This is an optimization exercise on Yosys and OpenROAD, whose aim is small area, a short achievable clock period and few clock cycles per item, not a production implementation.
No functional check of the RTL was part of any run shown here.
Power figures rest on the tool's default switching activity, not on a simulated workload.

==> flow/design.v, too long to show whole: its modules and the start of the top module <==
// module sa_coef_rom: 74 lines
// module sa_transform: 108 lines
// module sa_lane: 175 lines
// module sa_sqsum: 403 lines
module sa_transform (
    input  wire        clk,
    input  wire        rst,           
    input  wire        in_valid,
    output wire        in_ready,
    input  wire [7:0]  in_sample,     
    output wire        out_valid,
    input  wire        out_ready,
    output wire [2:0]  out_bar,
    output wire [33:0] out_mag
);
  // ...
==> flow/run.sh <==
#!/bin/bash
# synth_recipe.tcl (not shown) runs the flow's synth.tcl, then flattens the netlist and writes it again
# the make line also repeats each setting of config.mk as NAME=value (left out here)
make -C /OpenROAD-flow-scripts/flow DESIGN_CONFIG=/design/flow/config.mk WORK_HOME=/design/flow/orfs CLKGATE_MAP_FILE= SYNTH_SCRIPT=/design/flow/synth_recipe.tcl finish
==> flow/config.mk <==
export PLATFORM = sky130hd
export DESIGN_NAME = sa_transform
export DESIGN_NICKNAME = sa_transform
export VERILOG_FILES = /design/flow/design.v
export SDC_FILE = /design/flow/constraint.sdc
export NUM_CORES = 4
export LEC_CHECK = 0
export CAP_MARGIN = 20
export CORE_MARGIN = 2
export CORE_UTILIZATION = 40
export PLACE_DENSITY = 0.6
export SLEW_MARGIN = 20
export SYNTH_MEMORY_MAX_BITS = 16384
==> flow/constraint.sdc <==
create_clock -name core_clock -period 10.0 [get_ports {clk}]
set_input_delay 2.0000 -clock core_clock [delete_from_list [all_inputs] [get_ports {clk}]]
set_output_delay 2.0000 -clock core_clock [all_outputs]
set_load 0.01 [all_outputs]
==> results.txt, run 1 <==
status complete, no violations; CLK BUF 154; Final ANT Viol Nets 0; Mapped Area 79,200 um^2; CP required 10.53 ns; Buf/Inv on CP 2; Simple-Gate Fraction of Synth Area 18.9%; Final Core Density 43.7%; Hold-fix buffers, CTS 0; M2 GR Usage 45.2%; RSZ-0062 raised after global routing false; P_seq 5840 uW; Post-Synthesis Cells 8,402; Die Span Y 449 um; Filler Cell Count 19,280; Lkg Pwr 0.0386 uW; Gate power share 48.6%; Worst Slack Setup Final 3.43 ns; Synth Area in Compound Gates 9.17%; Syn-to-layout area delta 8.78%; Synth Register Bits 901; register area 19,200 um^2; Clock Latency Late Sink 0.78 ns; R2R Setup Slk 3.43 ns; starting density of the core 40.2%; Max Clk Rate 0.152 GHz; clock-cell share of area 4.32%; CP startpoint ua[0]$_DFFE_PP_; most frequent cells after synthesis 1,253 x inv_1, 1,161 x fa_1, 935 x and2_1; Tightest Hold Check Type reg -> reg; Final HPWL DP 224,000 um; Most Crowded Layer GR met2; register name with the most flops creg; metal1 wirelength 127,000 um; Crit Path Max Fanout 16; post-route cell area 86,200 um^2; Post-Synth XOR/XNOR Area 1.58%; worst slack, placed 3.41 ns; Global Route Usage Sum 29.8%; Largest cell class multi-input gates; Post-DP Area 82,400 um^2; critical-path cell list and2_1 -> ha_1 -> fa_1 -> fa_1 -> inv_1 -> fa_1 -> fa_1 -> inv_1 -> fa_1 -> ha_1 -> a21o_1 -> a21o_1 -> a2111oi_0 -> o22a_1 -> o31a_1 -> o21ai_1 -> a311o_1; top layer reached by signal wires met5
==> module sa_coef_rom, before the edit <==
module sa_coef_rom (
    input  wire [5:0]   pos,
    output reg  [127:0] coefs
);
    always @(*) begin
        case (pos)
            6'd0: coefs = 128'h00000000000000000000000000000000;
            6'd1: coefs = 128'h04040405030503050206020601060106;
            6'd2: coefs = 128'h0c000c020c050a070909070a050c020c;
            6'd3: coefs = 128'h0df310f712fc130211070e0c0a0f0512;
            6'd4: coefs = 128'h00e709e912ee17f71900170912120917;
            6'd5: coefs = 128'heaeaf7e206e214e81df41f031a110f1b;
            6'd6: coefs = 128'hdb00e1ecf2de07dc1ae624f9220e141f;
            6'd7: coefs = 128'he21ed504dce8f4d710d826ec2a081b21;
            6'd8: coefs = 128'h0031de22cf00dede00cf22de31002222;
            6'd9: coefs = 128'h2626fb36d31eccf0ebce1ad035f52a22;
            6'd10: coefs = 128'h3c002132e937c50cd6d60cc537e93221;
            6'd11: coefs = 128'h2ed23e130d40ce29c4e7fabf36dc3a1f;
            6'd12: coefs = 128'h00b941e53232e541b900e5bf32ce411b;
            6'd13: coefs = 128'hcbcb24bd4a0f074bba1dd0c62ac14816;
            6'd14: coefs = 128'haf00f0b14ae12d43c739bdd31fb64f10;
            6'd15: coefs = 128'hc43cbeca2fb94b28df4faee711ac5508;
            6'd16: coefs = 128'h005aa60000a65a00005aa60000a65a00;
            6'd17: coefs = 128'h4343b73cccb253d42457a61beea45ef7;
            6'd18: coefs = 128'h6200ed60a5da37ae4545ae37daa560ed;
            6'd19: coefs = 128'h48b8305a9c140a9a5e27bf4fc7ab62e2;
            6'd20: coefs = 128'h00966228b54bd89e6a00d862b5b562d8;
            6'd21: coefs = 128'hb3b368e0eb6bacbb65d6f56ca5c360cd;
            6'd22: coefs = 128'h90003ea32b6792ea4fb1166e99d55dc2;
            6'd23: coefs = 128'haf51f58e5f4092212c9636658fea59b7;
            6'd24: coefs = 128'h0075adad7500ad53008b53538b0053ad;
            6'd25: coefs = 128'h555589f463bedd72d29269388b174ca4;
            6'd26: coefs = 128'h7a009b442f901877aaaa7718902f449b;
            6'd27: coefs = 128'h57a9dc76e8874e5f8ed17bf49a443a93;
            6'd28: coefs = 128'h00833073a8a87330830073d0a858308d;
            6'd29: coefs = 128'ha7a76f3b85e77df48c3061b0ba682488;
            6'd30: coefs = 128'h82007ce78b3069baa7594697d0751984;
            6'd31: coefs = 128'ha65a509eba693c90cf752587e77c0c82;
            6'd32: coefs = 128'h007f0081007f0081007f0081007f0081;
            6'd33: coefs = 128'h5a5ab09e4669c4903175db87197cf482;
            6'd34: coefs = 128'h7e0084e7753097ba5959ba973075e784;
            6'd35: coefs = 128'h59a7913b7be783f474309fb04668dc88;
            6'd36: coefs = 128'h0083d07358a88d307d008dd05858d08d;
            6'd37: coefs = 128'ha9a924761887b25f72d185f46644c693;
            6'd38: coefs = 128'h86006544d190e87756aa8918702fbc9b;
            6'd39: coefs = 128'hab5577f49dbe23722e9297387517b4a4;
            6'd40: coefs = 128'h007553ad8b005353008bad537500adad;
            6'd41: coefs = 128'h51510b8ea1406e21d496ca6571eaa7b7;
            6'd42: coefs = 128'h7000c2a3d5676eeab1b1ea6e67d5a3c2;
            6'd43: coefs = 128'h4db398e0156b54bb9bd60b6c5bc3a0cd;
            6'd44: coefs = 128'h00969e284b4b289e960028624bb59ed8;
            6'd45: coefs = 128'hb8b8d05a6414f69aa227414f39ab9ee2;
            6'd46: coefs = 128'h9e0013605bdac9aebb45523726a5a0ed;
            6'd47: coefs = 128'hbd43493c34b2add4dc575a1b12a4a2f7;
            6'd48: coefs = 128'h005a5a0000a6a600005a5a0000a6a600;
            6'd49: coefs = 128'h3c3c42cad1b9b528214f52e7efacab08;
            6'd50: coefs = 128'h510010b1b6e1d343393943d3e1b6b110;
            6'd51: coefs = 128'h35cbdcbdb60ff94b461d30c6d6c1b816;
            6'd52: coefs = 128'h00b9bfe5ce321b4147001bbfcecebf1b;
            6'd53: coefs = 128'hd2d2c213f34032293ce706bfcadcc61f;
            6'd54: coefs = 128'hc400df3217373b0c2ad6f4c5c9e9ce21;
            6'd55: coefs = 128'hda2605362d1e34f015cee6d0cbf5d622;
            6'd56: coefs = 128'h00312222310022de00cfdedecf00de22;
            6'd57: coefs = 128'h1e1e2b0424e80cd7f0d8daecd608e521;
            6'd58: coefs = 128'h25001fec0edef9dce6e6dcf9de0eec1f;
            6'd59: coefs = 128'h16ea09e2fae2ece8e3f4e103e611f11b;
            6'd60: coefs = 128'h00e7f7e9eeeee9f7e700e909ee12f717;
            6'd61: coefs = 128'hf3f3f0f7eefced02ef07f20cf60ffb12;
            6'd62: coefs = 128'hf400f402f405f607f709f90afb0cfe0c;
            6'd63: coefs = 128'hfc04fc05fd05fd05fe06fe06ff06ff06;
            default: coefs = 128'h0;
        endcase
    end
endmodule
==> module sa_transform, before the edit <==
module sa_transform (
    input  wire        clk,
    input  wire        rst,           
    input  wire        in_valid,
    output wire        in_ready,
    input  wire [7:0]  in_sample,     
    output wire        out_valid,
    input  wire        out_ready,
    output wire [2:0]  out_bar,
    output wire [33:0] out_mag
);
    localparam W  = 64;
    localparam B  = 8;
    localparam AW = 20;               
    reg [5:0]   cnt;                  
    reg         d;                    
    reg [2:0]   dj;                   
    assign in_ready = !(cnt == 6'd1 && d);
    wire take = in_valid && in_ready;
    reg [7:0]   xm;                   
    reg         xclr;                 
    reg         xlast;                
    reg [127:0] creg;                 
    wire [127:0] coefs;
    sa_coef_rom u_rom (.pos(cnt), .coefs(coefs));
    always @(posedge clk) begin
        creg <= coefs;
        xm   <= take ? in_sample : 8'd0;
        xclr <= take && cnt == 6'd1;
        if (rst) begin
            cnt   <= 6'd0;
            xlast <= 1'b0;
        end else begin
            xlast <= take && cnt == W - 1;
            if (take)
                cnt <= cnt + 6'd1;
        end
    end
    wire [AW-1:0] s_a [0:B-1];
    wire [AW-1:0] c_a [0:B-1];
    wire [AW-1:0] s_b [0:B-1];
    wire [AW-1:0] c_b [0:B-1];
    sa_lane u_a0 (.clk(clk), .clr(xclr), .x(xm), .k(creg[15:8]), .s(s_a[0]), .c(c_a[0]));
    sa_lane u_b0 (.clk(clk), .clr(xclr), .x(xm), .k(creg[7:0]), .s(s_b[0]), .c(c_b[0]));
    sa_lane u_a1 (.clk(clk), .clr(xclr), .x(xm), .k(creg[31:24]), .s(s_a[1]), .c(c_a[1]));
    sa_lane u_b1 (.clk(clk), .clr(xclr), .x(xm), .k(creg[23:16]), .s(s_b[1]), .c(c_b[1]));
    sa_lane u_a2 (.clk(clk), .clr(xclr), .x(xm), .k(creg[47:40]), .s(s_a[2]), .c(c_a[2]));
    sa_lane u_b2 (.clk(clk), .clr(xclr), .x(xm), .k(creg[39:32]), .s(s_b[2]), .c(c_b[2]));
    sa_lane u_a3 (.clk(clk), .clr(xclr), .x(xm), .k(creg[63:56]), .s(s_a[3]), .c(c_a[3]));
    sa_lane u_b3 (.clk(clk), .clr(xclr), .x(xm), .k(creg[55:48]), .s(s_b[3]), .c(c_b[3]));
    sa_lane u_a4 (.clk(clk), .clr(xclr), .x(xm), .k(creg[79:72]), .s(s_a[4]), .c(c_a[4]));
    sa_lane u_b4 (.clk(clk), .clr(xclr), .x(xm), .k(creg[71:64]), .s(s_b[4]), .c(c_b[4]));
    sa_lane u_a5 (.clk(clk), .clr(xclr), .x(xm), .k(creg[95:88]), .s(s_a[5]), .c(c_a[5]));
    sa_lane u_b5 (.clk(clk), .clr(xclr), .x(xm), .k(creg[87:80]), .s(s_b[5]), .c(c_b[5]));
    sa_lane u_a6 (.clk(clk), .clr(xclr), .x(xm), .k(creg[111:104]), .s(s_a[6]), .c(c_a[6]));
    sa_lane u_b6 (.clk(clk), .clr(xclr), .x(xm), .k(creg[103:96]), .s(s_b[6]), .c(c_b[6]));
    sa_lane u_a7 (.clk(clk), .clr(xclr), .x(xm), .k(creg[127:120]), .s(s_a[7]), .c(c_a[7]));
    sa_lane u_b7 (.clk(clk), .clr(xclr), .x(xm), .k(creg[119:112]), .s(s_b[7]), .c(c_b[7]));
    reg            v1, v2, ov;
    reg [2:0]      b1, b2, obar;
    reg [AW-1:0]   ra, rb;            
    reg [14:0]     ua, ub;            
    reg [30:0]     omag;
    wire adv = !ov || out_ready;
    wire [AW-1:0] abs_a = ra[AW-1] ? -ra : ra;
    wire [AW-1:0] abs_b = rb[AW-1] ? -rb : rb;
    wire [30:0]   sq;
    sa_sqsum u_sq (.a(ua), .b(ub), .y(sq));
    always @(posedge clk) begin
        if (rst) begin
            d  <= 1'b0;
            dj <= 3'd0;
            v1 <= 1'b0;
            v2 <= 1'b0;
            ov <= 1'b0;
        end else begin
            if (adv) begin
                ov <= v2;
                v2 <= v1;
                v1 <= d;
                if (v2) begin
                    obar <= b2;
                    omag <= sq;
                end
                if (v1) begin
                    b2 <= b1;
                    ua <= abs_a[18:4];
                    ub <= abs_b[18:4];
                end
                if (d) begin
                    b1 <= dj;
                    ra <= s_a[dj] + c_a[dj];
                    rb <= s_b[dj] + c_b[dj];
                    dj <= dj + 3'd1;
                    if (dj == B - 1)
                        d <= 1'b0;
                end
            end
            if (xlast) begin
                d  <= 1'b1;
                dj <= 3'd0;
            end
        end
    end
    assign out_valid = ov;
    assign out_bar   = obar;
    assign out_mag   = {3'b000, omag};
endmodule
==> inputs of run 2 (changes only) <==
--- a/flow/design.v
+++ b/flow/design.v
@@ -1,78 +1,47 @@
 module sa_coef_rom (
-    input  wire [5:0]   pos,
+    input  wire [5:0]   pos,      
     output reg  [127:0] coefs
 );
     always @(*) begin
         case (pos)
             6'd0: coefs = 128'h00000000000000000000000000000000;
-            6'd1: coefs = 128'h04040405030503050206020601060106;
-            6'd2: coefs = 128'h0c000c020c050a070909070a050c020c;
-            6'd3: coefs = 128'h0df310f712fc130211070e0c0a0f0512;
-            6'd4: coefs = 128'h00e709e912ee17f71900170912120917;
-            6'd5: coefs = 128'heaeaf7e206e214e81df41f031a110f1b;
-            6'd6: coefs = 128'hdb00e1ecf2de07dc1ae624f9220e141f;
-            6'd7: coefs = 128'he21ed504dce8f4d710d826ec2a081b21;
-            6'd8: coefs = 128'h0031de22cf00dede00cf22de31002222;
-            6'd9: coefs = 128'h2626fb36d31eccf0ebce1ad035f52a22;
-            6'd10: coefs = 128'h3c002132e937c50cd6d60cc537e93221;
-            6'd11: coefs = 128'h2ed23e130d40ce29c4e7fabf36dc3a1f;
-            6'd12: coefs = 128'h00b941e53232e541b900e5bf32ce411b;
-            6'd13: coefs = 128'hcbcb24bd4a0f074bba1dd0c62ac14816;
-            6'd14: coefs = 128'haf00f0b14ae12d43c739bdd31fb64f10;
-            6'd15: coefs = 128'hc43cbeca2fb94b28df4faee711ac5508;
-            6'd16: coefs = 128'h005aa60000a65a00005aa60000a65a00;
-            6'd17: coefs = 128'h4343b73cccb253d42457a61beea45ef7;
-            6'd18: coefs = 128'h6200ed60a5da37ae4545ae37daa560ed;
-            6'd19: coefs = 128'h48b8305a9c140a9a5e27bf4fc7ab62e2;
-            6'd20: coefs = 128'h00966228b54bd89e6a00d862b5b562d8;
-            6'd21: coefs = 128'hb3b368e0eb6bacbb65d6f56ca5c360cd;
-            6'd22: coefs = 128'h90003ea32b6792ea4fb1166e99d55dc2;
-            6'd23: coefs = 128'haf51f58e5f4092212c9636658fea59b7;
-            6'd24: coefs = 128'h0075adad7500ad53008b53538b0053ad;
-            6'd25: coefs = 128'h555589f463bedd72d29269388b174ca4;
-            6'd26: coefs = 128'h7a009b442f901877aaaa7718902f449b;
-            6'd27: coefs = 128'h57a9dc76e8874e5f8ed17bf49a443a93;
-            6'd28: coefs = 128'h00833073a8a87330830073d0a858308d;
-            6'd29: coefs = 128'ha7a76f3b85e77df48c3061b0ba682488;
-            6'd30: coefs = 128'h82007ce78b3069baa7594697d0751984;
-            6'd31: coefs = 128'ha65a509eba693c90cf752587e77c0c82;
-            6'd32: coefs = 128'h007f0081007f0081007f0081007f0081;
-            6'd33: coefs = 128'h5a5ab09e4669c4903175db87197cf482;
-            6'd34: coefs = 128'h7e0084e7753097ba5959ba973075e784;
-            6'd35: coefs = 128'h59a7913b7be783f474309fb04668dc88;
-            6'd36: coefs = 128'h0083d07358a88d307d008dd05858d08d;
-            6'd37: coefs = 128'ha9a924761887b25f72d185f46644c693;
-            6'd38: coefs = 128'h86006544d190e87756aa8918702fbc9b;
-            6'd39: coefs = 128'hab5577f49dbe23722e9297387517b4a4;
-            6'd40: coefs = 128'h007553ad8b005353008bad537500adad;
-            6'd41: coefs = 128'h51510b8ea1406e21d496ca6571eaa7b7;
-            6'd42: coefs = 128'h7000c2a3d5676eeab1b1ea6e67d5a3c2;
-            6'd43: coefs = 128'h4db398e0156b54bb9bd60b6c5bc3a0cd;
-            6'd44: coefs = 128'h00969e284b4b289e960028624bb59ed8;
-            6'd45: coefs = 128'hb8b8d05a6414f69aa227414f39ab9ee2;
-            6'd46: coefs = 128'h9e0013605bdac9aebb45523726a5a0ed;
-            6'd47: coefs = 128'hbd43493c34b2add4dc575a1b12a4a2f7;
-            6'd48: coefs = 128'h005a5a0000a6a600005a5a0000a6a600;
-            6'd49: coefs = 128'h3c3c42cad1b9b528214f52e7efacab08;
-            6'd50: coefs = 128'h510010b1b6e1d343393943d3e1b6b110;
-            6'd51: coefs = 128'h35cbdcbdb60ff94b461d30c6d6c1b816;
-            6'd52: coefs = 128'h00b9bfe5ce321b4147001bbfcecebf1b;
-            6'd53: coefs = 128'hd2d2c213f34032293ce706bfcadcc61f;
-            6'd54: coefs = 128'hc400df3217373b0c2ad6f4c5c9e9ce21;
-            6'd55: coefs = 128'hda2605362d1e34f015cee6d0cbf5d622;
-            6'd56: coefs = 128'h00312222310022de00cfdedecf00de22;
-            6'd57: coefs = 128'h1e1e2b0424e80cd7f0d8daecd608e521;
-            6'd58: coefs = 128'h25001fec0edef9dce6e6dcf9de0eec1f;
-            6'd59: coefs = 128'h16ea09e2fae2ece8e3f4e103e611f11b;
-            6'd60: coefs = 128'h00e7f7e9eeeee9f7e700e909ee12f717;
-            6'd61: coefs = 128'hf3f3f0f7eefced02ef07f20cf60ffb12;
-            6'd62: coefs = 128'hf400f402f405f607f709f90afb0cfe0c;
-            6'd63: coefs = 128'hfc04fc05fd05fd05fe06fe06ff06ff06;
+            6'd1: coefs = 128'h84848485838583858286828681868186;
+            6'd2: coefs = 128'h8c808c828c858a878989878a858c828c;
+            6'd3: coefs = 128'h8d739077927c938291878e8c8a8f8592;
+            6'd4: coefs = 128'h80678969926e97779980978992928997;
+            6'd5: coefs = 128'h6a6a7762866294689d749f839a918f9b;
+            6'd6: coefs = 128'h5b80616c725e875c9a66a479a28e949f;
+            6'd7: coefs = 128'h629e55845c6874579058a66caa889ba1;
+            6'd8: coefs = 128'h80b15ea24f805e5e804fa25eb180a2a2;
+            6'd9: coefs = 128'ha6a67bb6539e4c706b4e9a50b575aaa2;
+            6'd10: coefs = 128'hbc80a1b269b7458c56568c45b769b2a1;
+            6'd11: coefs = 128'hae52be938dc04ea944677a3fb65cba9f;
+            6'd12: coefs = 128'h8039c165b2b265c13980653fb24ec19b;
+            6'd13: coefs = 128'h4b4ba43dca8f87cb3a9d5046aa41c896;
+            6'd14: coefs = 128'h2f807031ca61adc347b93d539f36cf90;
+            6'd15: coefs = 128'h44bc3e4aaf39cba85fcf2e67912cd588;
+            6'd16: coefs = 128'h80da26808026da8080da26808026da80;
+            6'd17: coefs = 128'hc3c337bc4c32d354a4d7269b6e24de77;
+            6'd18: coefs = 128'he2806de0255ab72ec5c52eb75a25e06d;
+            6'd19: coefs = 128'hc838b0da1c948a1adea73fcf472be262;
+            6'd20: coefs = 128'h8016e2a835cb581eea8058e23535e258;
+            6'd21: coefs = 128'h3333e8606beb2c3be55675ec2543e04d;
+            6'd22: coefs = 128'h1080be23abe7126acf3196ee1955dd42;
+            6'd23: coefs = 128'h2fd1750edfc012a1ac16b6e50f6ad937;
+            6'd24: coefs = 128'h80f52d2df5802dd3800bd3d30b80d32d;
+            6'd25: coefs = 128'hd5d50974e33e5df25212e9b80b97cc24;
+            6'd26: coefs = 128'hfa801bc4af1098f72a2af79810afc41b;
+            6'd27: coefs = 128'hd7295cf66807cedf0e51fb741ac4ba13;
+            6'd28: coefs = 128'h8003b0f32828f3b00380f35028d8b00d;
+            6'd29: coefs = 128'h2727efbb0567fd740cb0e1303ae8a408;
+            6'd30: coefs = 128'h0280fc670bb0e93a27d9c61750f59904;
+            6'd31: coefs = 128'h26dad01e3ae9bc104ff5a50767fc8c02;
+            6'd32: coefs = 128'h80ff800180ff800180ff800180ff8001;
             default: coefs = 128'h0;
         endcase
     end
 endmodule
 module sa_transform (
     input  wire        clk,
     input  wire        rst,           
     input  wire        in_valid,
@@ -84,286 +53,275 @@
     output wire [33:0] out_mag
 );
     localparam W  = 64;
     localparam B  = 8;
     localparam AW = 20;               
     reg [5:0]   cnt;                  
     reg         d;                    
     reg [2:0]   dj;                   
-    assign in_ready = !(cnt == 6'd1 && d);
-    wire take = in_valid && in_ready;
-    reg [7:0]   xm;                   
+    reg         blk;                  
+    assign in_ready = !blk;
+    wire take = in_valid && !blk;
+    reg [7:0]   xu;                   
+    reg [9:0]   x3;                   
+    reg [7:0]   zu;                   
+    reg [9:0]   z3;                   
     reg         xclr;                 
+    reg         x0;                   
     reg         xlast;                
     reg [127:0] creg;                 
+    reg [12:0]  nx;                   
+    reg [12:0]  nz;                   
+    reg         v1, v2, v3, ov, sv;   
+    reg [2:0]   b1, b2, b3, obar, sbar;  
     wire [127:0] coefs;
-    sa_coef_rom u_rom (.pos(cnt), .coefs(coefs));
+    wire        back = cnt > 6'd32;   
+    wire [5:0]  fpos = back ? 6'd0 - cnt : cnt;
+    sa_coef_rom u_rom (.pos(fpos), .coefs(coefs));
+    wire [7:0] u_in = in_sample ^ 8'h80;
+    wire [7:0] z_in = back ? ~u_in : u_in;
+    wire       adv   = !sv;
+    wire       d_clr = adv && d && dj == B - 1;
+    wire       d_n   = xlast || (d && !d_clr);
+    wire [5:0] cnt_n = take ? cnt + 6'd1 : cnt;
     always @(posedge clk) begin
         creg <= coefs;
-        xm   <= take ? in_sample : 8'd0;
+        xu   <= take ? u_in : 8'd0;
+        x3   <= take ? {2'b00, u_in} + {1'b0, u_in, 1'b0} : 10'd0;
+        zu   <= take ? z_in : 8'd0;
+        z3   <= take ? {2'b00, z_in} + {1'b0, z_in, 1'b0} : 10'd0;
         xclr <= take && cnt == 6'd1;
+        x0   <= take && cnt == 6'd0;
+        nx   <= xclr ? -{5'd0, xu} : x0 ? nx : nx - {5'd0, xu};
+        nz   <= xclr ? -{5'd0, zu} : x0 ? nz : nz - {5'd0, zu};
         if (rst) begin
             cnt   <= 6'd0;
             xlast <= 1'b0;
+            d     <= 1'b0;
+            blk   <= 1'b0;
         end else begin
+            cnt   <= cnt_n;
             xlast <= take && cnt == W - 1;
-            if (take)
-                cnt <= cnt + 6'd1;
+            d     <= d_n;
+            blk   <= cnt_n == 6'd1 && d_n;
         end
     end
     wire [AW-1:0] s_a [0:B-1];
     wire [AW-1:0] c_a [0:B-1];
     wire [AW-1:0] s_b [0:B-1];
     wire [AW-1:0] c_b [0:B-1];
-    sa_lane u_a0 (.clk(clk), .clr(xclr), .x(xm), .k(creg[15:8]), .s(s_a[0]), .c(c_a[0]));
-    sa_lane u_b0 (.clk(clk), .clr(xclr), .x(xm), .k(creg[7:0]), .s(s_b[0]), .c(c_b[0]));
-    sa_lane u_a1 (.clk(clk), .clr(xclr), .x(xm), .k(creg[31:24]), .s(s_a[1]), .c(c_a[1]));
-    sa_lane u_b1 (.clk(clk), .clr(xclr), .x(xm), .k(creg[23:16]), .s(s_b[1]), .c(c_b[1]));
-    sa_lane u_a2 (.clk(clk), .clr(xclr), .x(xm), .k(creg[47:40]), .s(s_a[2]), .c(c_a[2]));
-    sa_lane u_b2 (.clk(clk), .clr(xclr), .x(xm), .k(creg[39:32]), .s(s_b[2]), .c(c_b[2]));
-    sa_lane u_a3 (.clk(clk), .clr(xclr), .x(xm), .k(creg[63:56]), .s(s_a[3]), .c(c_a[3]));
-    sa_lane u_b3 (.clk(clk), .clr(xclr), .x(xm), .k(creg[55:48]), .s(s_b[3]), .c(c_b[3]));
-    sa_lane u_a4 (.clk(clk), .clr(xclr), .x(xm), .k(creg[79:72]), .s(s_a[4]), .c(c_a[4]));
-    sa_lane u_b4 (.clk(clk), .clr(xclr), .x(xm), .k(creg[71:64]), .s(s_b[4]), .c(c_b[4]));
-    sa_lane u_a5 (.clk(clk), .clr(xclr), .x(xm), .k(creg[95:88]), .s(s_a[5]), .c(c_a[5]));
-    sa_lane u_b5 (.clk(clk), .clr(xclr), .x(xm), .k(creg[87:80]), .s(s_b[5]), .c(c_b[5]));
-    sa_lane u_a6 (.clk(clk), .clr(xclr), .x(xm), .k(creg[111:104]), .s(s_a[6]), .c(c_a[6]));
-    sa_lane u_b6 (.clk(clk), .clr(xclr), .x(xm), .k(creg[103:96]), .s(s_b[6]), .c(c_b[6]));
-    sa_lane u_a7 (.clk(clk), .clr(xclr), .x(xm), .k(creg[127:120]), .s(s_a[7]), .c(c_a[7]));
-    sa_lane u_b7 (.clk(clk), .clr(xclr), .x(xm), .k(creg[119:112]), .s(s_b[7]), .c(c_b[7]));
-    reg            v1, v2, ov;
-    reg [2:0]      b1, b2, obar;
+    sa_lane u_a0 (.clk(clk), .clr(xclr), .kinit(20'h94abc), .m1({2'b00, zu}), .m2({1'b0, zu, 1'b0}), .m3(z3), .v(creg[15:8]), .s(s_a[0]), .c(c_a[0]));
+    sa_lane u_b0 (.clk(clk), .clr(xclr), .kinit(20'h35e80), .m1({2'b00, xu}), .m2({1'b0, xu, 1'b0}), .m3(x3), .v(creg[7:0]), .s(s_b[0]), .c(c_b[0]));
+    sa_lane u_a1 (.clk(clk), .clr(xclr), .kinit(20'h2ac51), .m1({2'b00, zu}), .m2({1'b0, zu, 1'b0}), .m3(z3), .v(creg[31:24]), .s(s_a[1]), .c(c_a[1]));
+    sa_lane u_b1 (.clk(clk), .clr(xclr), .kinit(20'h0af80), .m1({2'b00, xu}), .m2({1'b0, xu, 1'b0}), .m3(x3), .v(creg[23:16]), .s(s_b[1]), .c(c_b[1]));
+    sa_lane u_a2 (.clk(clk), .clr(xclr), .kinit(20'he49b8), .m1({2'b00, zu}), .m2({1'b0, zu, 1'b0}), .m3(z3), .v(creg[47:40]), .s(s_a[2]), .c(c_a[2]));
+    sa_lane u_b2 (.clk(clk), .clr(xclr), .kinit(20'h04a80), .m1({2'b00, xu}), .m2({1'b0, xu, 1'b0}), .m3(x3), .v(creg[39:32]), .s(s_b[2]), .c(c_b[2]));
+    sa_lane u_a3 (.clk(clk), .clr(xclr), .kinit(20'h144ba), .m1({2'b00, zu}), .m2({1'b0, zu, 1'b0}), .m3(z3), .v(creg[63:56]), .s(s_a[3]), .c(c_a[3]));
+    sa_lane u_b3 (.clk(clk), .clr(xclr), .kinit(20'h02980), .m1({2'b00, xu}), .m2({1'b0, xu, 1'b0}), .m3(x3), .v(creg[55:48]), .s(s_b[3]), .c(c_b[3]));
+    sa_lane u_a4 (.clk(clk), .clr(xclr), .kinit(20'heff02), .m1({2'b00, zu}), .m2({1'b0, zu, 1'b0}), .m3(z3), .v(creg[79:72]), .s(s_a[4]), .c(c_a[4]));
+    sa_lane u_b4 (.clk(clk), .clr(xclr), .kinit(20'h01c80), .m1({2'b00, xu}), .m2({1'b0, xu, 1'b0}), .m3(x3), .v(creg[71:64]), .s(s_b[4]), .c(c_b[4]));
+    sa_lane u_a5 (.clk(clk), .clr(xclr), .kinit(20'h0d32c), .m1({2'b00, zu}), .m2({1'b0, zu, 1'b0}), .m3(z3), .v(creg[95:88]), .s(s_a[5]), .c(c_a[5]));
+    sa_lane u_b5 (.clk(clk), .clr(xclr), .kinit(20'h01480), .m1({2'b00, xu}), .m2({1'b0, xu, 1'b0}), .m3(x3), .v(creg[87:80]), .s(s_b[5]), .c(c_b[5]));
+    sa_lane u_a6 (.clk(clk), .clr(xclr), .kinit(20'hf50b0), .m1({2'b00, zu}), .m2({1'b0, zu, 1'b0}), .m3(z3), .v(creg[111:104]), .s(s_a[6]), .c(c_a[6]));
+    sa_lane u_b6 (.clk(clk), .clr(xclr), .kinit(20'h00f80), .m1({2'b00, xu}), .m2({1'b0, xu, 1'b0}), .m3(x3), .v(creg[103:96]), .s(s_b[6]), .c(c_b[6]));
+    sa_lane u_a7 (.clk(clk), .clr(xclr), .kinit(20'h09966), .m1({2'b00, zu}), .m2({1'b0, zu, 1'b0}), .m3(z3), .v(creg[127:120]), .s(s_a[7]), .c(c_a[7]));
+    sa_lane u_b7 (.clk(clk), .clr(xclr), .kinit(20'h00b80), .m1({2'b00, xu}), .m2({1'b0, xu, 1'b0}), .m3(x3), .v(creg[119:112]), .s(s_b[7]), .c(c_b[7]));
     reg [AW-1:0]   ra, rb;            
     reg [14:0]     ua, ub;            
+    reg [30:0]     qa, qb;            
     reg [30:0]     omag;
-    wire adv = !ov || out_ready;
+    reg [30:0]     smag;              
+    wire [AW-1:0] nxs   = {nx, 7'd0};
+    wire [AW-1:0] nzs   = {nz, 7'd0};
     wire [AW-1:0] abs_a = ra[AW-1] ? -ra : ra;
     wire [AW-1:0] abs_b = rb[AW-1] ? -rb : rb;
-    wire [30:0]   sq;
-    sa_sqsum u_sq (.a(ua), .b(ub), .y(sq));
+    wire [30:0]   sqa, sqb;
+    sa_sqsum u_sq (.a(ua), .b(ub), .ya(sqa), .yb(sqb));
+    wire          ofree = !ov || out_ready;
+    wire          push  = v3 && !sv;           
+    wire [30:0]   mag3  = qa + qb;
     always @(posedge clk) begin
         if (rst) begin
-            d  <= 1'b0;
             dj <= 3'd0;
             v1 <= 1'b0;
             v2 <= 1'b0;
+            v3 <= 1'b0;
             ov <= 1'b0;
+            sv <= 1'b0;
         end else begin
+            if (ofree) begin
+                ov <= sv || push;
+                sv <= 1'b0;
+                if (sv) begin
+                    obar <= sbar;
+                    omag <= smag;
+                end else if (push) begin
+                    obar <= b3;
+                    omag <= mag3;
+                end
+            end else if (push) begin
+                sv   <= 1'b1;
+                sbar <= b3;
+                smag <= mag3;
+            end
             if (adv) begin
-                ov <= v2;
+                v3 <= v2;
                 v2 <= v1;
                 v1 <= d;
                 if (v2) begin
-                    obar <= b2;
-                    omag <= sq;
+                    b3 <= b2;
+                    qa <= sqa;
+                    qb <= sqb;
                 end
                 if (v1) begin
                     b2 <= b1;
                     ua <= abs_a[18:4];
                     ub <= abs_b[18:4];
                 end
                 if (d) begin
                     b1 <= dj;
-                    ra <= s_a[dj] + c_a[dj];
-                    rb <= s_b[dj] + c_b[dj];
+                    ra <= s_a[dj] + c_a[dj] + nzs;
+                    rb <= s_b[dj] + c_b[dj] + nxs;
                     dj <= dj + 3'd1;
-                    if (dj == B - 1)
-                        d <= 1'b0;
                 end
             end
-            if (xlast) begin
-                d  <= 1'b1;
+            if (xlast)
                 dj <= 3'd0;
-            end
         end
     end
     assign out_valid = ov;
     assign out_bar   = obar;
     assign out_mag   = {3'b000, omag};
 endmodule
-module sa_lane (
-    input  wire        clk,
-    input  wire        clr,
-    input  wire [7:0]  x,
-    input  wire [7:0]  k,
-    output reg  [19:0] s,    
-    output reg  [19:0] c     
+module sa_lane #(parameter AW = 20) (
+    input  wire          clk,
+    input  wire          clr,
+    input  wire [AW-1:0] kinit,
+    input  wire [9:0]    m1,        
+    input  wire [9:0]    m2,        
+    input  wire [9:0]    m3,        
+    input  wire [7:0]    v,
+    output reg  [AW-1:0] s,         
+    output reg  [AW-1:0] c          
 );
-    wire t_0 = (s[7] & ~clr) ^ (c[7] & ~clr);
-    wire t_1 = (s[7] & ~clr) & (c[7] & ~clr);
-    wire t_2 = (s[8] & ~clr) ^ (c[8] & ~clr) ^ ~(x[1] & k[7]);
-    wire t_3 = ((s[8] & ~clr) & (c[8] & ~clr)) | ((s[8] & ~clr) & ~(x[1] & k[7])) | ((c[8] & ~clr) & ~(x[1] & k[7]));
-    wire t_4 = (s[4] & ~clr) ^ (c[4] & ~clr);
-    wire t_5 = (s[4] & ~clr) & (c[4] & ~clr);
-    wire t_6 = (s[5] & ~clr) ^ (c[5] & ~clr) ^ (x[0] & k[5]);
-    wire t_7 = ((s[5] & ~clr) & (c[5] & ~clr)) | ((s[5] & ~clr) & (x[0] & k[5])) | ((c[5] & ~clr) & (x[0] & k[5]));
-    wire t_8 = (x[1] & k[4]) ^ (x[2] & k[3]);
-    wire t_9 = (x[1] & k[4]) & (x[2] & k[3]);
-    wire t_10 = (s[6] & ~clr) ^ (c[6] & ~clr) ^ (x[0] & k[6]);
-    wire t_11 = ((s[6] & ~clr) & (c[6] & ~clr)) | ((s[6] & ~clr) & (x[0] & k[6])) | ((c[6] & ~clr) & (x[0] & k[6]));
-    wire t_12 = (x[1] & k[5]) ^ (x[2] & k[4]) ^ (x[3] & k[3]);
-    wire t_13 = ((x[1] & k[5]) & (x[2] & k[4])) | ((x[1] & k[5]) & (x[3] & k[3])) | ((x[2] & k[4]) & (x[3] & k[3]));
-    wire t_14 = (x[4] & k[2]) ^ (x[5] & k[1]);
-    wire t_15 = (x[4] & k[2]) & (x[5] & k[1]);
-    wire t_16 = t_0 ^ ~(x[0] & k[7]) ^ (x[1] & k[6]);
-    wire t_17 = (t_0 & ~(x[0] & k[7])) | (t_0 & (x[1] & k[6])) | (~(x[0] & k[7]) & (x[1] & k[6]));
-    wire t_18 = (x[2] & k[5]) ^ (x[3] & k[4]) ^ (x[4] & k[3]);
-    wire t_19 = ((x[2] & k[5]) & (x[3] & k[4])) | ((x[2] & k[5]) & (x[4] & k[3])) | ((x[3] & k[4]) & (x[4] & k[3]));
-    wire t_20 = (x[5] & k[2]) ^ (x[6] & k[1]) ^ ~(x[7] & k[0]);
-    wire t_21 = ((x[5] & k[2]) & (x[6] & k[1])) | ((x[5] & k[2]) & ~(x[7] & k[0])) | ((x[6] & k[1]) & ~(x[7] & k[0]));
-    wire t_22 = t_2 ^ (x[2] & k[6]) ^ (x[3] & k[5]);
-    wire t_23 = (t_2 & (x[2] & k[6])) | (t_2 & (x[3] & k[5])) | ((x[2] & k[6]) & (x[3] & k[5]));
-    wire t_24 = (x[4] & k[4]) ^ (x[5] & k[3]) ^ (x[6] & k[2]);
-    wire t_25 = ((x[4] & k[4]) & (x[5] & k[3])) | ((x[4] & k[4]) & (x[6] & k[2])) | ((x[5] & k[3]) & (x[6] & k[2]));
-    wire t_26 = ~(x[7] & k[1]) ^ 1'b1 ^ t_1;
-    wire t_27 = (~(x[7] & k[1]) & 1'b1) | (~(x[7] & k[1]) & t_1) | (1'b1 & t_1);
-    wire t_28 = (s[9] & ~clr) ^ (c[9] & ~clr) ^ ~(x[2] & k[7]);
-    wire t_29 = ((s[9] & ~clr) & (c[9] & ~clr)) | ((s[9] & ~clr) & ~(x[2] & k[7])) | ((c[9] & ~clr) & ~(x[2] & k[7]));
-    wire t_30 = (x[3] & k[6]) ^ (x[4] & k[5]) ^ (x[5] & k[4]);
-    wire t_31 = ((x[3] & k[6]) & (x[4] & k[5])) | ((x[3] & k[6]) & (x[5] & k[4])) | ((x[4] & k[5]) & (x[5] & k[4]));
-    wire t_32 = (x[6] & k[3]) ^ ~(x[7] & k[2]) ^ t_3;
-    wire t_33 = ((x[6] & k[3]) & ~(x[7] & k[2])) | ((x[6] & k[3]) & t_3) | (~(x[7] & k[2]) & t_3);
-    wire t_34 = (s[10] & ~clr) ^ (c[10] & ~clr) ^ ~(x[3] & k[7]);
-    wire t_35 = ((s[10] & ~clr) & (c[10] & ~clr)) | ((s[10] & ~clr) & ~(x[3] & k[7])) | ((c[10] & ~clr) & ~(x[3] & k[7]));
-    wire t_36 = (x[4] & k[6]) ^ (x[5] & k[5]) ^ (x[6] & k[4]);
-    wire t_37 = ((x[4] & k[6]) & (x[5] & k[5])) | ((x[4] & k[6]) & (x[6] & k[4])) | ((x[5] & k[5]) & (x[6] & k[4]));
-    wire t_38 = (s[11] & ~clr) ^ (c[11] & ~clr) ^ ~(x[4] & k[7]);
-    wire t_39 = ((s[11] & ~clr) & (c[11] & ~clr)) | ((s[11] & ~clr) & ~(x[4] & k[7])) | ((c[11] & ~clr) & ~(x[4] & k[7]));
-    wire t_40 = (s[2] & ~clr) ^ (c[2] & ~clr);
-    wire t_41 = (s[2] & ~clr) & (c[2] & ~clr);
-    wire t_42 = (s[3] & ~clr) ^ (c[3] & ~clr) ^ (x[0] & k[3]);
-    wire t_43 = ((s[3] & ~clr) & (c[3] & ~clr)) | ((s[3] & ~clr) & (x[0] & k[3])) | ((c[3] & ~clr) & (x[0] & k[3]));
-    wire t_44 = (x[1] & k[2]) ^ (x[2] & k[1]);
-    wire t_45 = (x[1] & k[2]) & (x[2] & k[1]);
-    wire t_46 = t_4 ^ (x[0] & k[4]) ^ (x[1] & k[3]);
-    wire t_47 = (t_4 & (x[0] & k[4])) | (t_4 & (x[1] & k[3])) | ((x[0] & k[4]) & (x[1] & k[3]));
-    wire t_48 = (x[2] & k[2]) ^ (x[3] & k[1]) ^ (x[4] & k[0]);
-    wire t_49 = ((x[2] & k[2]) & (x[3] & k[1])) | ((x[2] & k[2]) & (x[4] & k[0])) | ((x[3] & k[1]) & (x[4] & k[0]));
-    wire t_50 = t_6 ^ t_8 ^ (x[3] & k[2]);
-    wire t_51 = (t_6 & t_8) | (t_6 & (x[3] & k[2])) | (t_8 & (x[3] & k[2]));
-    wire t_52 = (x[4] & k[1]) ^ (x[5] & k[0]) ^ t_5;
-    wire t_53 = ((x[4] & k[1]) & (x[5] & k[0])) | ((x[4] & k[1]) & t_5) | ((x[5] & k[0]) & t_5);
-    wire t_54 = t_10 ^ t_12 ^ t_14;
-    wire t_55 = (t_10 & t_12) | (t_10 & t_14) | (t_12 & t_14);
-    wire t_56 = (x[6] & k[0]) ^ t_7 ^ t_9;
-    wire t_57 = ((x[6] & k[0]) & t_7) | ((x[6] & k[0]) & t_9) | (t_7 & t_9);
-    wire t_58 = t_16 ^ t_18 ^ t_20;
-    wire t_59 = (t_16 & t_18) | (t_16 & t_20) | (t_18 & t_20);
-    wire t_60 = t_11 ^ t_13 ^ t_15;
-    wire t_61 = (t_11 & t_13) | (t_11 & t_15) | (t_13 & t_15);
-    wire t_62 = t_22 ^ t_24 ^ t_26;
-    wire t_63 = (t_22 & t_24) | (t_22 & t_26) | (t_24 & t_26);
-    wire t_64 = t_17 ^ t_19 ^ t_21;
-    wire t_65 = (t_17 & t_19) | (t_17 & t_21) | (t_19 & t_21);
-    wire t_66 = t_28 ^ t_30 ^ t_32;
-    wire t_67 = (t_28 & t_30) | (t_28 & t_32) | (t_30 & t_32);
-    wire t_68 = t_23 ^ t_25 ^ t_27;
-    wire t_69 = (t_23 & t_25) | (t_23 & t_27) | (t_25 & t_27);
-    wire t_70 = t_34 ^ t_36 ^ ~(x[7] & k[3]);
-    wire t_71 = (t_34 & t_36) | (t_34 & ~(x[7] & k[3])) | (t_36 & ~(x[7] & k[3]));
-    wire t_72 = t_29 ^ t_31 ^ t_33;
-    wire t_73 = (t_29 & t_31) | (t_29 & t_33) | (t_31 & t_33);
-    wire t_74 = t_38 ^ (x[5] & k[6]) ^ (x[6] & k[5]);
-    wire t_75 = (t_38 & (x[5] & k[6])) | (t_38 & (x[6] & k[5])) | ((x[5] & k[6]) & (x[6] & k[5]));
-    wire t_76 = ~(x[7] & k[4]) ^ t_35 ^ t_37;
-    wire t_77 = (~(x[7] & k[4]) & t_35) | (~(x[7] & k[4]) & t_37) | (t_35 & t_37);
-    wire t_78 = (s[12] & ~clr) ^ (c[12] & ~clr) ^ ~(x[5] & k[7]);
-    wire t_79 = ((s[12] & ~clr) & (c[12] & ~clr)) | ((s[12] & ~clr) & ~(x[5] & k[7])) | ((c[12] & ~clr) & ~(x[5] & k[7]));
-    wire t_80 = (x[6] & k[6]) ^ ~(x[7] & k[5]) ^ t_39;
-    wire t_81 = ((x[6] & k[6]) & ~(x[7] & k[5])) | ((x[6] & k[6]) & t_39) | (~(x[7] & k[5]) & t_39);
-    wire t_82 = (s[13] & ~clr) ^ (c[13] & ~clr) ^ ~(x[6] & k[7]);
-    wire t_83 = ((s[13] & ~clr) & (c[13] & ~clr)) | ((s[13] & ~clr) & ~(x[6] & k[7])) | ((c[13] & ~clr) & ~(x[6] & k[7]));
-    wire t_84 = (s[1] & ~clr) ^ (c[1] & ~clr);
-    wire t_85 = (s[1] & ~clr) & (c[1] & ~clr);
-    wire t_86 = t_40 ^ (x[0] & k[2]) ^ (x[1] & k[1]);
-    wire t_87 = (t_40 & (x[0] & k[2])) | (t_40 & (x[1] & k[1])) | ((x[0] & k[2]) & (x[1] & k[1]));
-    wire t_88 = t_42 ^ t_44 ^ (x[3] & k[0]);
-    wire t_89 = (t_42 & t_44) | (t_42 & (x[3] & k[0])) | (t_44 & (x[3] & k[0]));
-    wire t_90 = t_46 ^ t_48 ^ t_43;
-    wire t_91 = (t_46 & t_48) | (t_46 & t_43) | (t_48 & t_43);
-    wire t_92 = t_50 ^ t_52 ^ t_47;
-    wire t_93 = (t_50 & t_52) | (t_50 & t_47) | (t_52 & t_47);
-    wire t_94 = t_54 ^ t_56 ^ t_51;
-    wire t_95 = (t_54 & t_56) | (t_54 & t_51) | (t_56 & t_51);
-    wire t_96 = t_58 ^ t_60 ^ t_55;
-    wire t_97 = (t_58 & t_60) | (t_58 & t_55) | (t_60 & t_55);
-    wire t_98 = t_62 ^ t_64 ^ t_59;
-    wire t_99 = (t_62 & t_64) | (t_62 & t_59) | (t_64 & t_59);
-    wire t_100 = t_66 ^ t_68 ^ t_63;
-    wire t_101 = (t_66 & t_68) | (t_66 & t_63) | (t_68 & t_63);
-    wire t_102 = t_70 ^ t_72 ^ t_67;
-    wire t_103 = (t_70 & t_72) | (t_70 & t_67) | (t_72 & t_67);
-    wire t_104 = t_74 ^ t_76 ^ t_71;
-    wire t_105 = (t_74 & t_76) | (t_74 & t_71) | (t_76 & t_71);
-    wire t_106 = t_78 ^ t_80 ^ t_75;
-    wire t_107 = (t_78 & t_80) | (t_78 & t_75) | (t_80 & t_75);
-    wire t_108 = t_82 ^ ~(x[7] & k[6]) ^ t_79;
-    wire t_109 = (t_82 & ~(x[7] & k[6])) | (t_82 & t_79) | (~(x[7] & k[6]) & t_79);
-    wire t_110 = (s[14] & ~clr) ^ (c[14] & ~clr) ^ (x[7] & k[7]);
-    wire t_111 = ((s[14] & ~clr) & (c[14] & ~clr)) | ((s[14] & ~clr) & (x[7] & k[7])) | ((c[14] & ~clr) & (x[7] & k[7]));
-    wire t_112 = (s[15] & ~clr) ^ (c[15] & ~clr);
-    wire t_113 = (s[15] & ~clr) & (c[15] & ~clr);
-    wire t_114 = (s[16] & ~clr) ^ (c[16] & ~clr);
-    wire t_115 = (s[16] & ~clr) & (c[16] & ~clr);
-    wire t_116 = (s[17] & ~clr) ^ (c[17] & ~clr);
-    wire t_117 = (s[17] & ~clr) & (c[17] & ~clr);
-    wire t_118 = (s[18] & ~clr) ^ (c[18] & ~clr);
-    wire t_119 = (s[18] & ~clr) & (c[18] & ~clr);
-    wire t_120 = (s[19] & ~clr) ^ (c[19] & ~clr);
-    wire t_121 = (s[19] & ~clr) & (c[19] & ~clr);
-    wire t_122 = (s[0] & ~clr) ^ (c[0] & ~clr);
-    wire t_123 = (s[0] & ~clr) & (c[0] & ~clr);
-    wire t_124 = t_84 ^ (x[0] & k[1]) ^ (x[1] & k[0]);
-    wire t_125 = (t_84 & (x[0] & k[1])) | (t_84 & (x[1] & k[0])) | ((x[0] & k[1]) & (x[1] & k[0]));
-    wire t_126 = t_86 ^ (x[2] & k[0]) ^ t_85;
-    wire t_127 = (t_86 & (x[2] & k[0])) | (t_86 & t_85) | ((x[2] & k[0]) & t_85);
-    wire t_128 = t_88 ^ t_41 ^ t_87;
-    wire t_129 = (t_88 & t_41) | (t_88 & t_87) | (t_41 & t_87);
-    wire t_130 = t_90 ^ t_45 ^ t_89;
-    wire t_131 = (t_90 & t_45) | (t_90 & t_89) | (t_45 & t_89);
-    wire t_132 = t_92 ^ t_49 ^ t_91;
-    wire t_133 = (t_92 & t_49) | (t_92 & t_91) | (t_49 & t_91);
-    wire t_134 = t_94 ^ t_53 ^ t_93;
-    wire t_135 = (t_94 & t_53) | (t_94 & t_93) | (t_53 & t_93);
-    wire t_136 = t_96 ^ t_57 ^ t_95;
-    wire t_137 = (t_96 & t_57) | (t_96 & t_95) | (t_57 & t_95);
-    wire t_138 = t_98 ^ t_61 ^ t_97;
-    wire t_139 = (t_98 & t_61) | (t_98 & t_97) | (t_61 & t_97);
-    wire t_140 = t_100 ^ t_65 ^ t_99;
-    wire t_141 = (t_100 & t_65) | (t_100 & t_99) | (t_65 & t_99);
-    wire t_142 = t_102 ^ t_69 ^ t_101;
-    wire t_143 = (t_102 & t_69) | (t_102 & t_101) | (t_69 & t_101);
-    wire t_144 = t_104 ^ t_73 ^ t_103;
-    wire t_145 = (t_104 & t_73) | (t_104 & t_103) | (t_73 & t_103);
-    wire t_146 = t_106 ^ t_77 ^ t_105;
-    wire t_147 = (t_106 & t_77) | (t_106 & t_105) | (t_77 & t_105);
-    wire t_148 = t_108 ^ t_81 ^ t_107;
-    wire t_149 = (t_108 & t_81) | (t_108 & t_107) | (t_81 & t_107);
-    wire t_150 = t_110 ^ t_83 ^ t_109;
-    wire t_151 = (t_110 & t_83) | (t_110 & t_109) | (t_83 & t_109);
-    wire t_152 = t_112 ^ 1'b1 ^ t_111;
-    wire t_153 = (t_112 & 1'b1) | (t_112 & t_111) | (1'b1 & t_111);
-    wire t_154 = t_114 ^ 1'b1 ^ t_113;
-    wire t_155 = (t_114 & 1'b1) | (t_114 & t_113) | (1'b1 & t_113);
-    wire t_156 = t_116 ^ 1'b1 ^ t_115;
-    wire t_157 = (t_116 & 1'b1) | (t_116 & t_115) | (1'b1 & t_115);
-    wire t_158 = t_118 ^ 1'b1 ^ t_117;
-    wire t_159 = (t_118 & 1'b1) | (t_118 & t_117) | (1'b1 & t_117);
-    wire t_160 = t_120 ^ 1'b1 ^ t_119;
-    wire t_161 = (t_120 & 1'b1) | (t_120 & t_119) | (1'b1 & t_119);
+    wire [9:0] r0 = v[1] ? (v[0] ? m3 : m2) : (v[0] ? m1 : 10'd0);
+    wire [9:0] r1 = v[3] ? (v[2] ? m3 : m2) : (v[2] ? m1 : 10'd0);
+    wire [9:0] r2 = v[5] ? (v[4] ? m3 : m2) : (v[4] ? m1 : 10'd0);
+    wire [9:0] r3 = v[7] ? (v[6] ? m3 : m2) : (v[6] ? m1 : 10'd0);
+    wire t_0 = (clr ? kinit[4] : s[4]) ^ (c[4] & ~clr);
+    wire t_1 = (clr ? kinit[4] : s[4]) & (c[4] & ~clr);
+    wire t_2 = (clr ? kinit[5] : s[5]) ^ (c[5] & ~clr) ^ r0[5];
+    wire t_3 = ((clr ? kinit[5] : s[5]) & (c[5] & ~clr)) | ((clr ? kinit[5] : s[5]) & r0[5]) | ((c[5] & ~clr) & r0[5]);
+    wire t_4 = (clr ? kinit[6] : s[6]) ^ (c[6] & ~clr) ^ r0[6];
+    wire t_5 = ((clr ? kinit[6] : s[6]) & (c[6] & ~clr)) | ((clr ? kinit[6] : s[6]) & r0[6]) | ((c[6] & ~clr) & r0[6]);
+    wire t_6 = r1[4] ^ r2[2];
+    wire t_7 = r1[4] & r2[2];
+    wire t_8 = (clr ? kinit[7] : s[7]) ^ (c[7] & ~clr) ^ r0[7];
+    wire t_9 = ((clr ? kinit[7] : s[7]) & (c[7] & ~clr)) | ((clr ? kinit[7] : s[7]) & r0[7]) | ((c[7] & ~clr) & r0[7]);
+    wire t_10 = r1[5] ^ r2[3] ^ r3[1];
+    wire t_11 = (r1[5] & r2[3]) | (r1[5] & r3[1]) | (r2[3] & r3[1]);
+    wire t_12 = (clr ? kinit[8] : s[8]) ^ (c[8] & ~clr) ^ r0[8];
+    wire t_13 = ((clr ? kinit[8] : s[8]) & (c[8] & ~clr)) | ((clr ? kinit[8] : s[8]) & r0[8]) | ((c[8] & ~clr) & r0[8]);
+    wire t_14 = r1[6] ^ r2[4] ^ r3[2];
+    wire t_15 = (r1[6] & r2[4]) | (r1[6] & r3[2]) | (r2[4] & r3[2]);
+    wire t_16 = (clr ? kinit[9] : s[9]) ^ (c[9] & ~clr) ^ r0[9];
+    wire t_17 = ((clr ? kinit[9] : s[9]) & (c[9] & ~clr)) | ((clr ? kinit[9] : s[9]) & r0[9]) | ((c[9] & ~clr) & r0[9]);
+    wire t_18 = r1[7] ^ r2[5] ^ r3[3];
+    wire t_19 = (r1[7] & r2[5]) | (r1[7] & r3[3]) | (r2[5] & r3[3]);
+    wire t_20 = (clr ? kinit[10] : s[10]) ^ (c[10] & ~clr) ^ r1[8];
+    wire t_21 = ((clr ? kinit[10] : s[10]) & (c[10] & ~clr)) | ((clr ? kinit[10] : s[10]) & r1[8]) | ((c[10] & ~clr) & r1[8]);
+    wire t_22 = r2[6] ^ r3[4];
+    wire t_23 = r2[6] & r3[4];
+    wire t_24 = (clr ? kinit[11] : s[11]) ^ (c[11] & ~clr) ^ r1[9];
+    wire t_25 = ((clr ? kinit[11] : s[11]) & (c[11] & ~clr)) | ((clr ? kinit[11] : s[11]) & r1[9]) | ((c[11] & ~clr) & r1[9]);
+    wire t_26 = r2[7] ^ r3[5];
+    wire t_27 = r2[7] & r3[5];
+    wire t_28 = (clr ? kinit[12] : s[12]) ^ (c[12] & ~clr) ^ r2[8];
+    wire t_29 = ((clr ? kinit[12] : s[12]) & (c[12] & ~clr)) | ((clr ? kinit[12] : s[12]) & r2[8]) | ((c[12] & ~clr) & r2[8]);
+    wire t_30 = (clr ? kinit[13] : s[13]) ^ (c[13] & ~clr);
+    wire t_31 = (clr ? kinit[13] : s[13]) & (c[13] & ~clr);
+    wire t_32 = (clr ? kinit[2] : s[2]) ^ (c[2] & ~clr);
+    wire t_33 = (clr ? kinit[2] : s[2]) & (c[2] & ~clr);
+    wire t_34 = (clr ? kinit[3] : s[3]) ^ (c[3] & ~clr) ^ r0[3];
+    wire t_35 = ((clr ? kinit[3] : s[3]) & (c[3] & ~clr)) | ((clr ? kinit[3] : s[3]) & r0[3]) | ((c[3] & ~clr) & r0[3]);
+    wire t_36 = t_0 ^ r0[4] ^ r1[2];
+    wire t_37 = (t_0 & r0[4]) | (t_0 & r1[2]) | (r0[4] & r1[2]);
+    wire t_38 = t_2 ^ r1[3] ^ r2[1];
+    wire t_39 = (t_2 & r1[3]) | (t_2 & r2[1]) | (r1[3] & r2[1]);
+    wire t_40 = t_4 ^ t_6 ^ r3[0];
+    wire t_41 = (t_4 & t_6) | (t_4 & r3[0]) | (t_6 & r3[0]);
+    wire t_42 = t_8 ^ t_10 ^ t_5;
+    wire t_43 = (t_8 & t_10) | (t_8 & t_5) | (t_10 & t_5);
+    wire t_44 = t_12 ^ t_14 ^ t_9;
+    wire t_45 = (t_12 & t_14) | (t_12 & t_9) | (t_14 & t_9);
+    wire t_46 = t_16 ^ t_18 ^ t_13;
+    wire t_47 = (t_16 & t_18) | (t_16 & t_13) | (t_18 & t_13);
+    wire t_48 = t_20 ^ t_22 ^ t_17;
+    wire t_49 = (t_20 & t_22) | (t_20 & t_17) | (t_22 & t_17);
+    wire t_50 = t_24 ^ t_26 ^ t_21;
+    wire t_51 = (t_24 & t_26) | (t_24 & t_21) | (t_26 & t_21);
+    wire t_52 = t_28 ^ r3[6] ^ t_25;
+    wire t_53 = (t_28 & r3[6]) | (t_28 & t_25) | (r3[6] & t_25);
+    wire t_54 = t_30 ^ r2[9] ^ r3[7];
+    wire t_55 = (t_30 & r2[9]) | (t_30 & r3[7]) | (r2[9] & r3[7]);
+    wire t_56 = (clr ? kinit[14] : s[14]) ^ (c[14] & ~clr) ^ r3[8];
+    wire t_57 = ((clr ? kinit[14] : s[14]) & (c[14] & ~clr)) | ((clr ? kinit[14] : s[14]) & r3[8]) | ((c[14] & ~clr) & r3[8]);
+    wire t_58 = (clr ? kinit[15] : s[15]) ^ (c[15] & ~clr);
+    wire t_59 = (clr ? kinit[15] : s[15]) & (c[15] & ~clr);
+    wire t_60 = (clr ? kinit[0] : s[0]) ^ (c[0] & ~clr);
+    wire t_61 = (clr ? kinit[0] : s[0]) & (c[0] & ~clr);
+    wire t_62 = (clr ? kinit[1] : s[1]) ^ (c[1] & ~clr) ^ r0[1];
+    wire t_63 = ((clr ? kinit[1] : s[1]) & (c[1] & ~clr)) | ((clr ? kinit[1] : s[1]) & r0[1]) | ((c[1] & ~clr) & r0[1]);
+    wire t_64 = t_32 ^ r0[2] ^ r1[0];
+    wire t_65 = (t_32 & r0[2]) | (t_32 & r1[0]) | (r0[2] & r1[0]);
+    wire t_66 = t_34 ^ r1[1] ^ t_33;
+    wire t_67 = (t_34 & r1[1]) | (t_34 & t_33) | (r1[1] & t_33);
+    wire t_68 = t_36 ^ r2[0] ^ t_35;
+    wire t_69 = (t_36 & r2[0]) | (t_36 & t_35) | (r2[0] & t_35);
+    wire t_70 = t_38 ^ t_1 ^ t_37;
+    wire t_71 = (t_38 & t_1) | (t_38 & t_37) | (t_1 & t_37);
+    wire t_72 = t_40 ^ t_3 ^ t_39;
+    wire t_73 = (t_40 & t_3) | (t_40 & t_39) | (t_3 & t_39);
+    wire t_74 = t_42 ^ t_7 ^ t_41;
+    wire t_75 = (t_42 & t_7) | (t_42 & t_41) | (t_7 & t_41);
+    wire t_76 = t_44 ^ t_11 ^ t_43;
+    wire t_77 = (t_44 & t_11) | (t_44 & t_43) | (t_11 & t_43);
+    wire t_78 = t_46 ^ t_15 ^ t_45;
+    wire t_79 = (t_46 & t_15) | (t_46 & t_45) | (t_15 & t_45);
+    wire t_80 = t_48 ^ t_19 ^ t_47;
+    wire t_81 = (t_48 & t_19) | (t_48 & t_47) | (t_19 & t_47);
+    wire t_82 = t_50 ^ t_23 ^ t_49;
+    wire t_83 = (t_50 & t_23) | (t_50 & t_49) | (t_23 & t_49);
+    wire t_84 = t_52 ^ t_27 ^ t_51;
+    wire t_85 = (t_52 & t_27) | (t_52 & t_51) | (t_27 & t_51);
+    wire t_86 = t_54 ^ t_29 ^ t_53;
+    wire t_87 = (t_54 & t_29) | (t_54 & t_53) | (t_29 & t_53);
+    wire t_88 = t_56 ^ t_31 ^ t_55;
+    wire t_89 = (t_56 & t_31) | (t_56 & t_55) | (t_31 & t_55);
+    wire t_90 = t_58 ^ r3[9] ^ t_57;
+    wire t_91 = (t_58 & r3[9]) | (t_58 & t_57) | (r3[9] & t_57);
+    wire t_92 = (clr ? kinit[16] : s[16]) ^ (c[16] & ~clr) ^ t_59;
+    wire t_93 = ((clr ? kinit[16] : s[16]) & (c[16] & ~clr)) | ((clr ? kinit[16] : s[16]) & t_59) | ((c[16] & ~clr) & t_59);
+    wire t_94 = (clr ? kinit[17] : s[17]) ^ (c[17] & ~clr);
+    wire t_95 = (clr ? kinit[17] : s[17]) & (c[17] & ~clr);
+    wire t_96 = (clr ? kinit[18] : s[18]) ^ (c[18] & ~clr);
+    wire t_97 = (clr ? kinit[18] : s[18]) & (c[18] & ~clr);
+    wire t_98 = (clr ? kinit[19] : s[19]) ^ (c[19] & ~clr);
+    wire t_99 = (clr ? kinit[19] : s[19]) & (c[19] & ~clr);
     always @(posedge clk) begin
-        s <= {t_160, t_158, t_156, t_154, t_152, t_150, t_148, t_146, t_144, t_142, t_140, t_138, t_136, t_134, t_132, t_130, t_128, t_126, t_124, t_122};
-        c <= {t_159, t_157, t_155, t_153, t_151, t_149, t_147, t_145, t_143, t_141, t_139, t_137, t_135, t_133, t_131, t_129, t_127, t_125, t_123, (x[0] & k[0])};
+        s <= {t_98, t_96, t_94, t_92, t_90, t_88, t_86, t_84, t_82, t_80, t_78, t_76, t_74, t_72, t_70, t_68, t_66, t_64, t_62, t_60};
+        c <= {t_97, t_95, t_93, t_91, t_89, t_87, t_85, t_83, t_81, t_79, t_77, t_75, t_73, t_71, t_69, t_67, t_65, t_63, t_61, r0[0]};
     end
 endmodule
 module sa_sqsum (
     input  wire [14:0] a,
     input  wire [14:0] b,
-    output wire [30:0] y
+    output wire [30:0] ya,
+    output wire [30:0] yb
 );
     wire q_0 = (a[0] & a[11]) ^ (a[1] & a[10]);
     wire q_1 = (a[0] & a[11]) & (a[1] & a[10]);
     wire q_2 = (a[0] & a[13]) ^ (a[1] & a[12]) ^ (a[2] & a[11]);
     wire q_3 = ((a[0] & a[13]) & (a[1] & a[12])) | ((a[0] & a[13]) & (a[2] & a[11])) | ((a[1] & a[12]) & (a[2] & a[11]));
     wire q_4 = (a[3] & a[10]) ^ (a[4] & a[9]);
     wire q_5 = (a[3] & a[10]) & (a[4] & a[9]);
     wire q_6 = (a[0] & a[14]) ^ (a[1] & a[13]) ^ (a[2] & a[12]);
@@ -749,12 +707,11 @@
     wire q_386 = q_332 ^ q_279 ^ q_331;
     wire q_387 = (q_332 & q_279) | (q_332 & q_331) | (q_279 & q_331);
     wire q_388 = q_334 ^ q_283 ^ q_333;
     wire q_389 = (q_334 & q_283) | (q_334 & q_333) | (q_283 & q_333);
     wire q_390 = q_336 ^ q_287 ^ q_335;
     wire q_391 = (q_336 & q_287) | (q_336 & q_335) | (q_287 & q_335);
     wire q_392 = q_338 ^ b[14] ^ q_337;
     wire q_393 = (q_338 & b[14]) | (q_338 & q_337) | (b[14] & q_337);
-    wire [30:0] ra = {1'b0, q_339, q_392, q_390, q_388, q_386, q_384, q_382, q_380, q_378, q_376, q_374, q_372, q_370, q_368, q_366, q_364, q_362, q_360, q_358, q_356, q_354, q_352, q_350, q_348, q_346, q_344, q_342, q_340, 1'b0, a[0]};
-    wire [30:0] rb = {1'b0, q_393, q_391, q_389, q_387, q_385, q_383, q_381, q_379, q_377, q_375, q_373, q_371, q_369, q_367, q_365, q_363, q_361, q_359, q_357, q_355, q_353, q_351, q_349, q_347, q_345, q_343, q_341, b[1], 1'b0, b[0]};
-    assign y = ra + rb;
+    assign ya = {1'b0, q_339, q_392, q_390, q_388, q_386, q_384, q_382, q_380, q_378, q_376, q_374, q_372, q_370, q_368, q_366, q_364, q_362, q_360, q_358, q_356, q_354, q_352, q_350, q_348, q_346, q_344, q_342, q_340, 1'b0, a[0]};
+    assign yb = {1'b0, q_393, q_391, q_389, q_387, q_385, q_383, q_381, q_379, q_377, q_375, q_373, q_371, q_369, q_367, q_365, q_363, q_361, q_359, q_357, q_355, q_353, q_351, q_349, q_347, q_345, q_343, q_341, b[1], 1'b0, b[0]};
 endmodule
==> results.txt, run 2 <==
Hold-fix buffers, CTS 0 (unchanged); Switching Share 37.3%; Netlist cell types 80; worst slack, placed 3.78 ns (+0.374 ns); most frequent cells in the layout 934 x nand2_1, 820 x fa_1, 812 x dfxtp_1; Max VDD drop 0.174 mV; Gate power share 34.7% (-14 points); cts bufs inserted 120; Final setup viols 0; IO Pins 51; worst rel slew slack 25.9%; via density per instance 5.80; initial antenna violation count 16; Hold Violations, Final 0; vias in the first global route 62,152; routability cong. 0.980; Final HPWL DP 186,000 um (-17%); Worst-Margin Slew 1.11 ns; post-route cell area 83,500 um^2 (-3.1%); CP required 10.52 ns (about the same); critical-path cell list and2_4 -> nor3_1 -> nand2_4 -> buf_4 -> nor2_1 -> a41oi_1 -> ha_1 -> ha_1 -> a2111oi_0 -> o21ai_0 -> a31o_2 -> a211o_1 -> a221o_1 -> a21oi_1 -> xnor2_1; final period utilization 62.2%; clk root buf clkbuf_16; Worst path top cell family by delay compound AO/OA/AOI/OAI gates; H-tree Lvls 3; Die ar. 196,000 um^2; wire per inst 25.3 um; sequential-to-total area share from yosys stat 30.3%; Crit Path Max Fanout 64 (+48); Setup Skew 0.0568 ns; maxcap violations 0; Total Nets Final 9,097; Mapped Area 77,100 um^2 (-2.6%); Buffers on Ports 47; Synth top area share 21.3%; Post-synth ARST share 0%; most frequent cell after synthesis nand2_1; ys flop type dfxtp_1; Final ANT Viol Nets 0 (unchanged); Max Clk Rate 0.161 GHz (+5.7%); DR pass1 iterations 7; clock transition at the registers of the reported paths 0.06 ns; most frequent cells after synthesis 935 x nand2_1, 820 x dfxtp_1, 820 x fa_1; final std cells w/o fill 10,583; status complete, no violations; max FFs per register 128; clock network power share 28.2%; CTS Buffer Depth 3; Critical-path top delay cell dfxtp_4; Lkg Pwr 0.0352 uW (-8.7%); crit path capture type flop; RSZ-0062 raised after global routing false; register name with the most flops creg; Worst Slack Setup Final 3.78 ns (+0.355 ns); num rows 161; synth top area cells dfxtp_1 21%, fa_1 21%, edfxtp_1 9.0%, ha_1 5.1%, o21ai_0 4.6%; Post-CTS Setup Bufs 0; Die Span Y 443 um (-1.3%); setup TNS 0 ns; Int Pwr 10,400 uW; Largest regs creg x128, omag x31, smag x31; Setup Crit Path Kind reg -> reg; placed cell count 10,356; Syn-to-layout area delta 8.28%; Detailed Route WL 268,000 um; CP arrival 6.73 ns; TritonCTS clock tree built; area leader, netlist dfxtp_1; Slew Viols, Final 0; min Tclk post-route 6.22 ns; Tightest Hold Check Type reg -> reg; starting density of the core 40.2% (about the same); Syn Area/Cell 9.24 um^2; DRC errors left 0; Synth Register Bits 1,051 (+17%); Post-DP Area 79,300 um^2 (-3.7%); startpoint types flop; EDFF count, synth 231; total grt overflow 0; switching pwr 6220 uW; Core ar. 192,000 um^2; Clock Latency Late Sink 0.80 ns (+0.02 ns); largest net degree at the start of global routing 181; Reg power frac 37.1%; Post-Synthesis Cells 8,346 (-0.67%); commonest non-fill, non-tap cell in the layout nand2_1; Buf/Inv on CP 1 (-1); initial drt markers 6,709; CP peak stage delay 0.88 ns; Global Route Usage Sum 26.9% (-2.9 points); CTS sink count 1,051; layout cells sized above 1 7.66%; global-route wire length before repair 401,000 um; total number of vias 61,339; P per Cell Area 199 nW/um^2; yosys warns 3; Chip Width 443 um; most used cell, CP ha_1; Post-CTS Resized 0
[run 2: worst paths after layout]
path                                    endpoint  cells after the start  slack, ns          startpoint
worst max-delay path            ra[18]$_DFFE_PP_                     15       3.78  dj[2]$_SDFFE_PP0P_
worst min-delay path             b2[0]$_DFFE_PP_                      0       0.42     b1[0]$_DFFE_PP_
worst max register to register  ra[18]$_DFFE_PP_                     15       3.78  dj[2]$_SDFFE_PP0P_
worst min register to register   b2[0]$_DFFE_PP_                      0       0.42     b1[0]$_DFFE_PP_
[run 2: area by class of cell]
cell class	instances	area, um^2
fill	18409	108000
multi-input combinational	5813	48400
sequential	1051	23400
clock buffer	163	3400
tap	2526	3160
inverter	780	2930
timing repair buffer	186	1530
clock inverter	61	767
antenna	3	7.51
[run 2: cells by family after synthesis]
kind of cell,count (synthesis),share of synthesized area (%)
simple gates,2522,16.1
fa+ha+maj,1133,26.4
other cells,1,0.00486
compound gates,1784,15.1
flops,1051,30.3
mux,221,3.17
xor+xnor,150,1.70
buf+inv,1484,7.24
[run 2: per-stage QoR]
stage                     power, uW  hold WS, ns  util (%)
after global placement        11700        0.409      41.3
after CTS                     16600        0.421      43.5
after global routing          17800        0.430      43.5
after detailed placement      11900        0.407      41.3
final                         16600        0.421      43.5
after floorplan               10000        0.400         -
[run 2: metal layers]
metal	share of wire (%)	track usage [%]	up-vias
li1	-	-	26986
met1	43	37.9	30422
met2	43	39.8	3264
met3	11	6.72	655
met4	3.7	9.84	12
met5	0.034	0	-
[run 2: power groups by stage]
stage | clock network, uW | registers [uW] | logic, uW
after floorplan | 0 | 5690 | 4350
after global placement | 0 | 6220 | 5460
after detailed placement | 0 | 6180 | 5690
after CTS | 4770 | 6110 | 5740
after global routing | 4930 | 6220 | 6600
final | 4690 | 6180 | 5780

Setup slack of run 2, layout unchanged: 3.783 ns with ideal ports, 3.783 ns with driving cells assumed (clock clkbuf_16, inputs buf_2), 3.783 ns with port delays also shifted by the 0.857 ns mid clock arrival.
